This design comes from an exercise in tuning for small area on the open sky130 flow, not from production work.
No functional check of the RTL was part of this run.
Power is estimated from default activity; no workload was simulated.

$ cat flow/design.v
module b62_core (
    input  wire         clk,
    input  wire         rst,       
    input  wire         start,     
    input  wire         dec,       
    input  wire [1:0]   sel,       
    input  wire [5:0]   len,       
    input  wire [343:0] din,
    output wire         ready,
    output reg          done,
    output reg  [1:0]   err,       
    output reg  [5:0]   err_idx,   
    output wire [5:0]   out_len,
    output wire [343:0] dout
);
    localparam ERR_NONE  = 2'd0;
    localparam ERR_ALPHA = 2'd1;
    localparam ERR_FRAME = 2'd2;
    localparam ERR_OVF   = 2'd3;
    function [5:0] digits_of;
        input [5:0] n;
        case (n)
            6'd1:  digits_of = 6'd2;   6'd2:  digits_of = 6'd3;
            6'd3:  digits_of = 6'd5;   6'd4:  digits_of = 6'd6;
            6'd5:  digits_of = 6'd7;   6'd6:  digits_of = 6'd9;
            6'd7:  digits_of = 6'd10;  6'd8:  digits_of = 6'd11;
            6'd9:  digits_of = 6'd13;  6'd10: digits_of = 6'd14;
            6'd11: digits_of = 6'd15;  6'd12: digits_of = 6'd17;
            6'd13: digits_of = 6'd18;  6'd14: digits_of = 6'd19;
            6'd15: digits_of = 6'd21;  6'd16: digits_of = 6'd22;
            6'd17: digits_of = 6'd23;  6'd18: digits_of = 6'd25;
            6'd19: digits_of = 6'd26;  6'd20: digits_of = 6'd27;
            6'd21: digits_of = 6'd29;  6'd22: digits_of = 6'd30;
            6'd23: digits_of = 6'd31;  6'd24: digits_of = 6'd33;
            6'd25: digits_of = 6'd34;  6'd26: digits_of = 6'd35;
            6'd27: digits_of = 6'd37;  6'd28: digits_of = 6'd38;
            6'd29: digits_of = 6'd39;  6'd30: digits_of = 6'd41;
            6'd31: digits_of = 6'd42;  6'd32: digits_of = 6'd43;
            default: digits_of = 6'd0;
        endcase
    endfunction
    function [5:0] bytes_of;
        input [5:0] k;
        case (k)
            6'd2:  bytes_of = 6'd1;   6'd3:  bytes_of = 6'd2;
            6'd5:  bytes_of = 6'd3;   6'd6:  bytes_of = 6'd4;
            6'd7:  bytes_of = 6'd5;   6'd9:  bytes_of = 6'd6;
            6'd10: bytes_of = 6'd7;   6'd11: bytes_of = 6'd8;
            6'd13: bytes_of = 6'd9;   6'd14: bytes_of = 6'd10;
            6'd15: bytes_of = 6'd11;  6'd17: bytes_of = 6'd12;
            6'd18: bytes_of = 6'd13;  6'd19: bytes_of = 6'd14;
            6'd21: bytes_of = 6'd15;  6'd22: bytes_of = 6'd16;
            6'd23: bytes_of = 6'd17;  6'd25: bytes_of = 6'd18;
            6'd26: bytes_of = 6'd19;  6'd27: bytes_of = 6'd20;
            6'd29: bytes_of = 6'd21;  6'd30: bytes_of = 6'd22;
            6'd31: bytes_of = 6'd23;  6'd33: bytes_of = 6'd24;
            6'd34: bytes_of = 6'd25;  6'd35: bytes_of = 6'd26;
            6'd37: bytes_of = 6'd27;  6'd38: bytes_of = 6'd28;
            6'd39: bytes_of = 6'd29;  6'd41: bytes_of = 6'd30;
            6'd42: bytes_of = 6'd31;  6'd43: bytes_of = 6'd32;
            default: bytes_of = 6'd0;
        endcase
    endfunction
    function [7:0] alpha;
        input [1:0] s;
        input [5:0] d;
        case (s)
            2'd1:    alpha = (d < 6'd26) ? 8'h41 + {2'b00, d} :
                             (d < 6'd52) ? 8'h61 + {2'b00, d} - 8'd26 :
                                           8'h30 + {2'b00, d} - 8'd52;
            2'd2:    alpha = (d < 6'd10) ? 8'h30 + {2'b00, d} :
                             (d < 6'd36) ? 8'h61 + {2'b00, d} - 8'd10 :
                                           8'h41 + {2'b00, d} - 8'd36;
            default: alpha = (d < 6'd10) ? 8'h30 + {2'b00, d} :
                             (d < 6'd36) ? 8'h41 + {2'b00, d} - 8'd10 :
                                           8'h61 + {2'b00, d} - 8'd36;
        endcase
    endfunction
    function [6:0] sym;
        input [1:0] s;
        input [7:0] c;
        reg [7:0] num, up, lo;
        begin
            num = c - 8'h30;
            up  = c - 8'h41;
            lo  = c - 8'h61;
            if (c >= 8'h30 && c <= 8'h39)
                sym = {1'b1, (s == 2'd1) ? num[5:0] + 6'd52 : num[5:0]};
            else if (c >= 8'h41 && c <= 8'h5A)
                sym = {1'b1, (s == 2'd1) ? up[5:0] : (s == 2'd2) ? up[5:0] + 6'd36 : up[5:0] + 6'd10};
            else if (c >= 8'h61 && c <= 8'h7A)
                sym = {1'b1, (s == 2'd1) ? lo[5:0] + 6'd26 : (s == 2'd2) ? lo[5:0] + 6'd10 : lo[5:0] + 6'd36};
            else
                sym = 7'd0;
        end
    endfunction
    reg  [343:0] ring;        
    reg  [7:0]   x;           
    reg  [7:0]   r;           
    reg          busy;
    reg          dec_r;
    reg  [1:0]   sel_r;
    reg  [5:0]   len_r;
    reg  [5:0]   c;           
    reg  [5:0]   j;           
    reg          pre;         
    reg          clr;         
    reg          was_dir;     
    reg          nz;          
    assign ready = !busy;
    assign dout  = ring;
    wire [5:0] npass = dec_r ? bytes_of(len_r) : digits_of(len_r);
    assign out_len = (err == ERR_NONE) ? npass : 6'd0;
    wire [7:0] top   = ring[343:336];
    wire [6:0] s     = c + j;                     
    wire       m_dir = (s <= 7'd42);
    wire       m_ins = (s == 7'd43);
    wire       inchk = (c + len_r >= 7'd43);      
    wire [6:0] cs    = sym(sel_r, top);
    wire       hit   = pre && dec_r && inchk && !cs[6];    
    wire       ovf   = nz || (was_dir && ring[7:0] != 8'd0);
    wire [9:0]  u  = {r[5:0], 3'b000} + {2'b00, top};    
    wire [3:0]  q2 = u / 10'd62;
    wire [5:0]  re = u % 10'd62;
    wire [7:0]  qe = {r[5:0], 2'b00} + {4'd0, q2};
    wire [13:0] td = {r, 6'd0} - {r, 1'b0} + {8'd0, top[5:0]};
    wire [7:0]  qd = {2'b00, td[13:8]};
    wire [7:0]  rd = td[7:0];
    wire [7:0] q   = dec_r ? qd : qe;
    wire [7:0] ins = dec_r ? r : alpha(sel_r, r[5:0]);
    wire [7:0] pv  = !inchk ? 8'd0 : dec_r ? {2'b00, cs[5:0]} : top;
    wire [7:0] y = clr   ? 8'd0 :
                   pre   ? pv :
                   m_dir ? q :
                   m_ins ? ins : x;
    wire pend = (pre || clr) ? (c == 6'd42) : (c == 6'd43);
    wire last = (j == npass - 6'd1);
    always @(posedge clk) begin
        if (!busy)
            ring <= din;
        else
            ring <= {ring[335:0], y};
        x <= top;
        if (rst) begin
            busy <= 1'b0;
            done <= 1'b0;
        end else begin
            done <= 1'b0;
            if (!busy) begin
                if (start) begin
                    busy    <= 1'b1;
                    dec_r   <= dec;
                    sel_r   <= sel;
                    len_r   <= len;
                    c       <= 6'd0;
                    j       <= 6'd0;
                    pre     <= 1'b1;
                    clr     <= 1'b0;
                    r       <= 8'd0;
                    err     <= ERR_NONE;
                    err_idx <= 6'd0;
                end
            end else begin
                c       <= c + 6'd1;
                was_dir <= !pre && !clr && m_dir;
                if (was_dir && ring[7:0] != 8'd0) nz <= 1'b1;
                if (m_dir) r <= dec_r ? rd : {2'b00, re};
                if (m_ins || pre) r <= 8'd0;
                if (hit && err == ERR_NONE) begin
                    err     <= ERR_ALPHA;
                    err_idx <= c + len_r - 6'd43;
                end
                if (pend) begin
                    c   <= 6'd0;
                    nz  <= 1'b0;
                    pre <= 1'b0;
                    if (!pre && !clr) j <= j + 6'd1;
                    if (clr) begin
                        busy <= 1'b0;
                        done <= 1'b1;
                    end else if (pre) begin
                        if (err != ERR_NONE || hit) begin
                            clr <= 1'b1;
                        end else if (dec_r && npass == 6'd0) begin
                            err <= ERR_FRAME;
                            clr <= 1'b1;
                        end
                    end else if (last) begin
                        if (dec_r && ovf) begin
                            err <= ERR_OVF;
                            clr <= 1'b1;
                        end else begin
                            busy <= 1'b0;
                            done <= 1'b1;
                        end
                    end
                end
            end
        end
    end
endmodule
$ cat flow/flow/run.sh
#!/bin/bash
# The standard layout (standard.sh), with two changes to how it is made:
# ports are buffered with the smallest buffer instead of a delay buffer, and
# clock tree synthesis uses small clock buffers and no dummy loads.
set -euo pipefail
export BUFFER_PORTS_ARGS="-buffer_cell sky130_fd_sc_hd__buf_1"
export CTS_ARGS="-sink_clustering_enable -repair_clock_nets -dont_use_dummy_load -buf_list {sky130_fd_sc_hd__clkbuf_4 sky130_fd_sc_hd__clkbuf_8}"
bash standard.sh finish > standard.log 2>&1
$ cat flow/standard.sh
#!/bin/bash
# synth_recipe.tcl (not shown) runs the flow's synth.tcl, then flattens the netlist and writes it again
# the make line also repeats each setting of config.mk as NAME=value (left out here)
make -C /OpenROAD-flow-scripts/flow DESIGN_CONFIG=/design/flow/config.mk WORK_HOME=/design/flow/orfs CLKGATE_MAP_FILE= SYNTH_SCRIPT=/design/flow/synth_recipe.tcl "${@:-finish}"
$ cat flow/config.mk
export PLATFORM = sky130hd
export DESIGN_NAME = b62_core
export DESIGN_NICKNAME = b62_core
export VERILOG_FILES = /design/flow/design.v
export SDC_FILE = /design/flow/constraint.sdc
export NUM_CORES = 4
export LEC_CHECK = 0
export CAP_MARGIN = 20
export CORE_MARGIN = 2
export CORE_UTILIZATION = 40
export SLEW_MARGIN = 20
$ cat flow/constraint.sdc
create_clock -name core_clock -period 5.5 [get_ports {clk}]
set_input_delay 1.1000 -clock core_clock [delete_from_list [all_inputs] [get_ports {clk}]]
set_output_delay 1.1000 -clock core_clock [all_outputs]
set_load 0.01 [all_outputs]
==> flow_metrics.tcl <==
set metrics [dict create \
    place_ws_ns 0.988 \
    synth_area_leaders "dfxtp_1, mux2_2, edfxtp_1, ha_1, xnor2_1" \
    post-route-period-util_pct 83.9 \
    synth.most_common_cell "dfxtp_1" \
    drc 0 \
    die_y_microns 217 \
    die_w_microns 217 \
    cp.arrival_ns 5.00 \
    finalHoldViolCount 0 \
    final.min_clock_period_ns 4.61 \
    synthFlopType "dfxtp_1" \
    worstSkewPairLatency_ns 0.65 \
    num_rows 78 \
    synth_edf_count 41 \
    drt_iter0_markers 1500 \
    dieArea_sq_mm 0.0473 \
    clk_path_buf_depth 3 \
    max_freq_ghz 0.217 \
    hold_start "ring[53]" \
    worstSetupPathType "register to register" \
    synth_warnings 1 \
    cts_tree "done" \
    ys_seq_area_share_pct 47.0 \
    stdcell_area_sq_mm 0.0225 \
    synth.distinct_cells 85 \
    ctsHoldBuffers 0 \
    drv_cap 0 \
    hp-class "register to register" \
    synthCells 1656 \
    area_growth_pct 23.4 \
    yosys.area.top_type_share_pct 40.2 \
    syn_area_per_cell_sq_um 11.0 \
    critPathCapture "r[5]" \
    postRouteAntennaNets 0 \
    synth_top_area_cell "dfxtp_1" \
    nets 2820 \
    numCtsBuffers 74 \
    r2r-end "r[5]" \
    postCtsSetupRepairBufs 0 \
    maxSlewHeadroom_pct 30.7 \
    initial_core_util_pct 40.3 \
    path_clk_slew_ns 0.06 \
    power.leakage_nw 8.58 \
    setup_tns_ns 0 \
    ys_top_cells_by_count "dfxtp_1, mux2_2, nor2_1, nand2_1, a21oi_1" \
    grt_pass1_wl_microns 111000 \
    critPathCaptureType "register" \
    via_per_inst 5.39 \
    antenna_found_initial 9 \
    cts_resized 0 \
    routed_wirelength_microns 81800 \
    wire_per_inst_microns 27.4 \
    overflow 0 \
    startpoint_type "register" \
    coreArea_sq_mm 0.0452 \
    timing.reg2reg.setup_slack_ns 0.89 \
    clock-sinks 407 \
    setup_slack_ns 0.886 \
    grt_use_total_pct 33.2 \
    status "finished clean" \
    place_congestion 0.994 \
    power_density_mw_per_mm2 383 \
    grt_pass1_vias 15351 \
    setup_viol 0 \
    r2r_cells 16 \
    r2r_start "r[0]" \
    ir_worst_vdd_mv 0.266 \
    via_count 16104 \
    layout-drive-gt1-share_pct 18.8 \
    numPortBuffers 715 \
    syn_area_sq_mm 0.0182 \
    cp.required_ns 5.89 \
    drv_slew 0 \
    dpl.hpwl_microns 67000 \
    syn_nets 2092 \
    grt_max_degree 179 \
    rsz0062_at_grt "false" \
    cts-root-buf "clkbuf_8" \
    cp-startpoint "r[0]" \
    skew_ns 0.0719 \
    async_reset_ff_share_pct 0 \
    ys_ff_latch 407 \
    h-tree-depth 3 \
    postPlaceCellArea_sq_mm 0.0215 \
    first_pass_iters 6 \
    cp_max_fo 10 \
    tightest_slew_ns 1.04 \
    io-pin-count 716 \
]
==> layout by cell type, fill, tap and decap left out, types with 7 or more instances in the layout <==
master    instances
and3_1            8
a31oi_1          12
nor3_1           29
xor2_1           17
a21o_1           16
mux2_2          339
nand2b_1         10
clkbuf_8         74
o21a_1           10
o211ai_1          7
ha_1             73
nor2b_1          12
edfxtp_1         41
dfxtp_1         365
inv_1            61
mux2i_1          19
nand3_1          34
or3_1             7
o31ai_1           8
o21ai_0          56
buf_4            11
fa_1              7
buf_1           715
a211oi_1         15
a22oi_1           7
o22ai_1           8
a21oi_1          74
nand2_1          79
nor2_1          114
xnor2_1          53
==> per-stage QoR <==
step / util, % / std cells / power (mW) / hold slack, ns
final: 49.8 / 2988 / 8.62 / 0.447
after global routing: 49.7 / 2984 / 8.98 / 0.483
after CTS: 49.7 / 2982 / 8.63 / 0.450
after detailed placement: 47.5 / 2908 / 6.27 / 0.465
after global placement: 47.5 / 2908 / 6.25 / 0.463
after floorplan: - / 1656 / 5.22 / 0.423
==> sequential cells by signal, summed over array words and instances (netlist names), 6 cells and up <==
name / cells
len_r: 6
j: 6
digits_of$func$/design/flow/design.v:112$5471.$result: 6
ring: 344
bytes_of$func$/design/flow/design.v:112$5470.$result: 6
x: 8
c: 6
err_idx: 6
r: 8
==> per-layer routing <==
layer  wire length [microns]  track usage [%]
met5                      38                0
met4                    1820             8.52
met3                    7900             9.93
met2                   36900             51.4
met1                   35200             45.3
==> cells by family (layout without fill, tap and decap cells) <==
family                     Yosys count  in the layout  share of synthesized area (%)
adders and majority gates           82             82                           5.89
and+or+nand+nor                    326            326                           8.30
DFF                                407            407                           47.0
other                                0              6                              0
buffers and inverters              136            862                           2.92
muxes                              360            360                           22.2
AOI/OAI and AO/OA                  274            274                           10.3
xor gates and xnor gates            71             71                           3.45
==> layout make-up <==
class,count,area [sq um]
multi-input combinational,1113,9130
inverter,61,229
antenna,6,15.0
timing repair buffer,727,2790
sequential,407,8560
tap,600,751
clock buffer,74,1020
fill,4313,22700
==> power breakdown <==
part           internal (mW)  switching, mW
Sequential              3.40          0.382
Clock                   1.18           1.16
Combinational          0.992           1.49
Total                   5.58           3.04
==> how the worst min path moves through the flow <==
stage                      endpoint  slack, ns  cells past startpoint
after floorplan                x[0]       0.42                      0
after global placement    ring[180]       0.46                      1
after detailed placement  ring[295]       0.46                      1
after CTS                  ring[61]       0.45                      1
after global routing       ring[61]       0.48                      1
final                      ring[61]       0.45                      1
==> worst max-delay path, stage by stage, from the launching register on <==
cell and delay [ns]:
edfxtp_1 0.55, ha_1 0.30, fa_1 0.62, inv_1 0.15
a2111oi_2 0.42, o221ai_2 0.26, mux2i_4 0.28, o21ai_2 0.29
nand2_1 0.11, nand3_1 0.25, nand2_1 0.12, o21ai_0 0.17
ha_1 0.17, inv_1 0.06, nor4b_2 0.32, xnor2_1 0.12
o21a_1 0.17

[afterwards: timing with drivers on the ports]
How much do the figures lean on ideal ports? The routed layout below was timed once more, with nothing changed but the port constraints.
Step 1: set_driving_cell puts a clkbuf_16 on clk and a buf_2 on each other input, an assumption about the parent block.
Step 2, shift: input delay + t, output delay - t, t = (earliest + latest rising clock arrival at the registers) / 2. This alone moves slack from input paths to output paths.
Three values: no drivers, after step 1, after step 2; two values: the first two.
t (ns): 0.660
setup slack, ns: 0.886 / 0.886 / 0.886
worst setup path after step 2: register to register
worst data-port slew with drivers (ns): 0.13
pins driven straight from the clock port: 1
After both steps this run still meets setup and hold. The setup slack of this run moves by 0.000 ns with the drivers and by 0.000 ns with both steps.
